Source: an optimization exercise on an open RTL-to-GDS flow (aim: small area, a short achievable clock period and few clock cycles). Production flows keep margins and buffers that such runs may drop. The RTL was checked by simulation tests, not by an equivalence proof against the original design. No activity file was given, so power comes from the tool's default toggle rates.

## the previous run
Design fbe, start of the top module:
module fbe (
    input  wire        clk,
    input  wire        rst,           
    input  wire        host_valid,
    output wire        host_ready,
    input  wire        host_write,
    input  wire [1:0]  host_size,     
    input  wire [15:0] host_addr,     
    input  wire [31:0] host_wdata,
    output reg         resp_valid,
    output reg  [31:0] resp_rdata,
    output reg         src_valid,
    output reg  [31:0] src_addr,
    input  wire        src_ready,
    input  wire [7:0]  src_data,
    output reg         sink_valid,
    output reg  [1:0]  sink_kind,     
    output reg  [7:0]  sink_data,
    input  wire        sink_ready
);
Size: about 14000 cells after synthesis, ~2200 flip-flops, roughly 120000 um^2 of cells after synthesis.
Settings: LEC_CHECK=0, CAP_MARGIN=20, CELL_PAD_IN_SITES_DETAIL_PLACEMENT=1, CELL_PAD_IN_SITES_GLOBAL_PLACEMENT=2, CORE_MARGIN=2, CORE_UTILIZATION=20, PLACE_DENSITY=0.3, SLEW_MARGIN=20; clock period 16.0 ns.
run.sh (not shown) runs the stock make flow with config.mk's settings and CLKGATE_MAP_FILE= SYNTH_SCRIPT=/design/flow/synth_recipe.tcl, a recipe that flattens the netlist after the stock synthesis.
Testbench counts of the previous run, summed over its fixed seeds: cycles 16,095.
#### Input delta (the current run over the previous run)
diff --git a/flow/design.v b/flow/design.v
--- a/flow/design.v
+++ b/flow/design.v
@@ -421,12 +421,15 @@
         end else begin
             nst = st;
             resp_valid <= 1'b0;
             resp_rdata <= 32'd0;         
             if (st[S_IDLE]) begin
                 ac_lt <= (A < C);
+                bxl   <= (b_ae > W - 1) ? 6'd47 : b_ae[5:0];
+                bsk   <= b_sk;
+                bS    <= b_S;
                 b_clip <= b_clip_c;
                 bd_lt <= (B < D);
                 bc_lt <= (B < C);
                 hq_w  <= host_write;
                 hq_cmd <= host_write && (host_addr == 16'h0000) && (host_size == 2'd2);
                 hq_ok  <= !h_ill && !h_badm;
@@ -519,15 +522,12 @@
                                             nst = go(S_CW1);
                                         end
                                     end
                                     OP_BLIT: begin
                                         if (!b_clip) begin
                                             resp_valid <= 1'b0;
-                                            bxl <= (b_ae > W - 1) ? 6'd47 : b_ae[5:0];
-                                            bsk <= b_sk;
-                                            bS  <= b_S;
                                             p   <= A[17] ? b_negA : 16'd0;
                                             nst  = go(S_BSKIP);
                                         end
                                     end
                                     OP_PRESENT: begin
                                         resp_valid <= 1'b0;
==> comparison <==
- Compared with the previous run, in the current run longest individual stage delay on the worst path has remained practically unchanged, first-iteration DRC count now larger, switching portion of total power decreased by 1.5 points relative to the old numbers, initial antenna violation count increased about 9%.
- The critical-path cell with the highest stage delay comes out sky130_fd_sc_hd__buf_4 in one run and sky130_fd_sc_hd__inv_1 in the other, namely in the current run and the previous run respectively.
- The final number of setup-violating endpoints of the previous run and that of the current run are within noise of each other.
Testbench counts of the current run, summed over its fixed seeds: cycles 16,095.


== before ==
fbe, a different RTL version from the one above (not shown whole).
Size in the first run: about 13000 cells after synthesis, ~2100 flip-flops, about 140 I/O pins.
==> flow/config.mk <==
export PLATFORM = sky130hd
export DESIGN_NAME = fbe
export DESIGN_NICKNAME = fbe
export VERILOG_FILES = /design/flow/design.v
export SDC_FILE = /design/flow/constraint.sdc
export NUM_CORES = 4
export LEC_CHECK = 0
export CAP_MARGIN = 20
export CORE_MARGIN = 2
export CORE_UTILIZATION = 40
export CTS_BUF_LIST = sky130_fd_sc_hd__clkbuf_4 sky130_fd_sc_hd__clkbuf_8
export PLACE_DENSITY = 0.5
export SLEW_MARGIN = 20
==> flow/constraint.sdc <==
create_clock -name core_clock -period 16.0 [get_ports {clk}]
set_input_delay 3.2000 -clock core_clock [delete_from_list [all_inputs] [get_ports {clk}]]
set_output_delay 3.2000 -clock core_clock [all_outputs]
set_load 0.01 [all_outputs]
Testbench counts of before, summed over its fixed seeds: cycles 16,897.
The following lists how after was set up differently from before:
--- a/flow/design.v
+++ b/flow/design.v
@@ -298,16 +298,16 @@
     always @(posedge clk) begin
         if (rst) begin
             dwe  <= 1'b0;
             fclr <= 1'b1;
             finv <= 1'b0;
         end else begin
             dwe  <= n_we;
-            fclr <= st[S_FILL];
-            finv <= st[S_FILL] && (cmd_op == OP_INVERT);
+            fclr <= cmdw && (hop == OP_CLEAR || hop == OP_INVERT);
+            finv <= cmdw && (hop == OP_INVERT);
         end
         dxr  <= n_xr;
         dyr  <= n_yr;
         dpat <= n_pat;
         dX1  <= n_X1;
         dX2  <= n_X2;
         dY1  <= n_Y1;
@@ -412,15 +412,15 @@
                                 flags[0] <= 1'b1;
                             end else if (hdr_badm) begin
                                 flags[1] <= 1'b1;
                             end else begin
                                 case (hop)
                                     OP_CLEAR, OP_INVERT: begin
                                         resp_valid <= 1'b0;
-                                        nst         = go(S_FILL);
+                                        nst         = go(S_DONE);
                                     end
                                     OP_SETPIXEL, OP_HRUN, OP_VRUN, OP_FILLRECT: begin
                                         resp_valid <= 1'b0;
                                         nst         = go(S_DONE);
                                     end
                                     OP_RECT: begin
                                         resp_valid <= 1'b0;
@@ -430,31 +430,45 @@
                                         resp_valid <= 1'b0;
                                         rda_col    <= arg0[5:0];
                                         rda_strip  <= arg0[20:19];
                                         nst         = go(S_GETP);
                                     end
                                     OP_LINE: begin
                                         resp_valid <= 1'b0;
-                                        nst  = go(S_LSET);
+                                        p    <= arg0[15:0];
+                                        q    <= B[16:0];
+                                        e    <= 2 * ldx + ldy;
+                                        g    <= -ldx - 2 * ldy;
+                                        ldxy <= ldx + ldy;
+                                        nst  = go(S_LINE);
                                     end
                                     OP_CIRCLE, OP_FILLCIRCLE: begin
                                         if (!C[17]) begin
                                             resp_valid <= 1'b0;
                                             nst = go(S_CW1);
                                         end
                                     end
                                     OP_BLIT: begin
                                         if (!b_clip) begin
                                             resp_valid <= 1'b0;
-                                            nst         = go(S_BS1);
+                                            bxl <= (b_ae > W - 1) ? 6'd47 : b_ae[5:0];
+                                            bsk <= b_sk;
+                                            bS  <= b_S;
+                                            p   <= A[17] ? b_negA : 16'd0;
+                                            nst  = go(S_BSKIP);
                                         end
                                     end
                                     OP_PRESENT: begin
                                         resp_valid <= 1'b0;
-                                        nst         = go(S_PST);
+                                        sink_valid <= 1'b1;
+                                        sink_kind  <= 2'd0;
+                                        sink_data  <= rd_byte;
+                                        rda_col    <= 6'd1;
+                                        plast      <= 1'b0;
+                                        nst         = go(S_PRES);
                                     end
                                     OP_BACKLIGHT: begin
                                         resp_valid <= 1'b0;
                                         nst         = go(S_BL0);
                                     end
                                     default: ;   
                                 endcase
==> comparison <==
Comparing after and before, minimum clock period is higher on after.
Synthesized area delta (after -> before): insignificant
The run showing the greater minimum setup slack after placement is after.
The estimated power of after ends up higher than the estimate for before.
Worst hold slack after final layout across after and before: no real change.
Between after and before, the post-synthesis xor/xnor area fraction does not differ in any meaningful way.
Against before as the reference, after delivers a higher non-clock buffer count.
| complex-gate fraction of the synthesized area | after vs before | ≈ equal |
Diff before -> after: via count was more or less identical; wire length rose by 4500 um; post-route clock skew barely changed; routed wire length on met2 went up.
Testbench counts of after, summed over its fixed seeds: cycles 16,632.

[static timing again, ports no longer ideal]
Ports are ideal in the flow. The routed layouts listed here were re-timed in OpenROAD.
Step 1 assumes that a clkbuf_16 drives the clock port and a buf_2 every other input.
Step 2 adds t to the input delays and takes it off the output delays; t is the mean of the earliest and latest rising clock arrival at the registers after step 1. Input paths then give back, and output paths get back, about the clock's delay inside the block.
a / b / c = ideal ports / drivers / drivers and shift; a / b = the first two.
run	t (ns)	setup WS [ns]	worst setup path at the end	latest minus earliest clock arrival (ns)	worst slew at a driven data input, ns
the previous run	1.080	10.283 / 10.283 / 9.683	input to register	0.108 / 0.108	0.16
the current run	1.122	10.109 / 10.109 / 9.429	input to register	0.108 / 0.107	0.14
before	1.186	10.175 / 10.175 / 9.551	input to register	0.156 / 0.156	0.08
after	1.165	10.031 / 10.031 / 9.684	input to register	0.146 / 0.146	0.09
After both steps setup and hold are still met in every run listed. The setup slack of the current run, which loses most, moves by 0.000 ns with the drivers and by -0.680 ns with both steps.
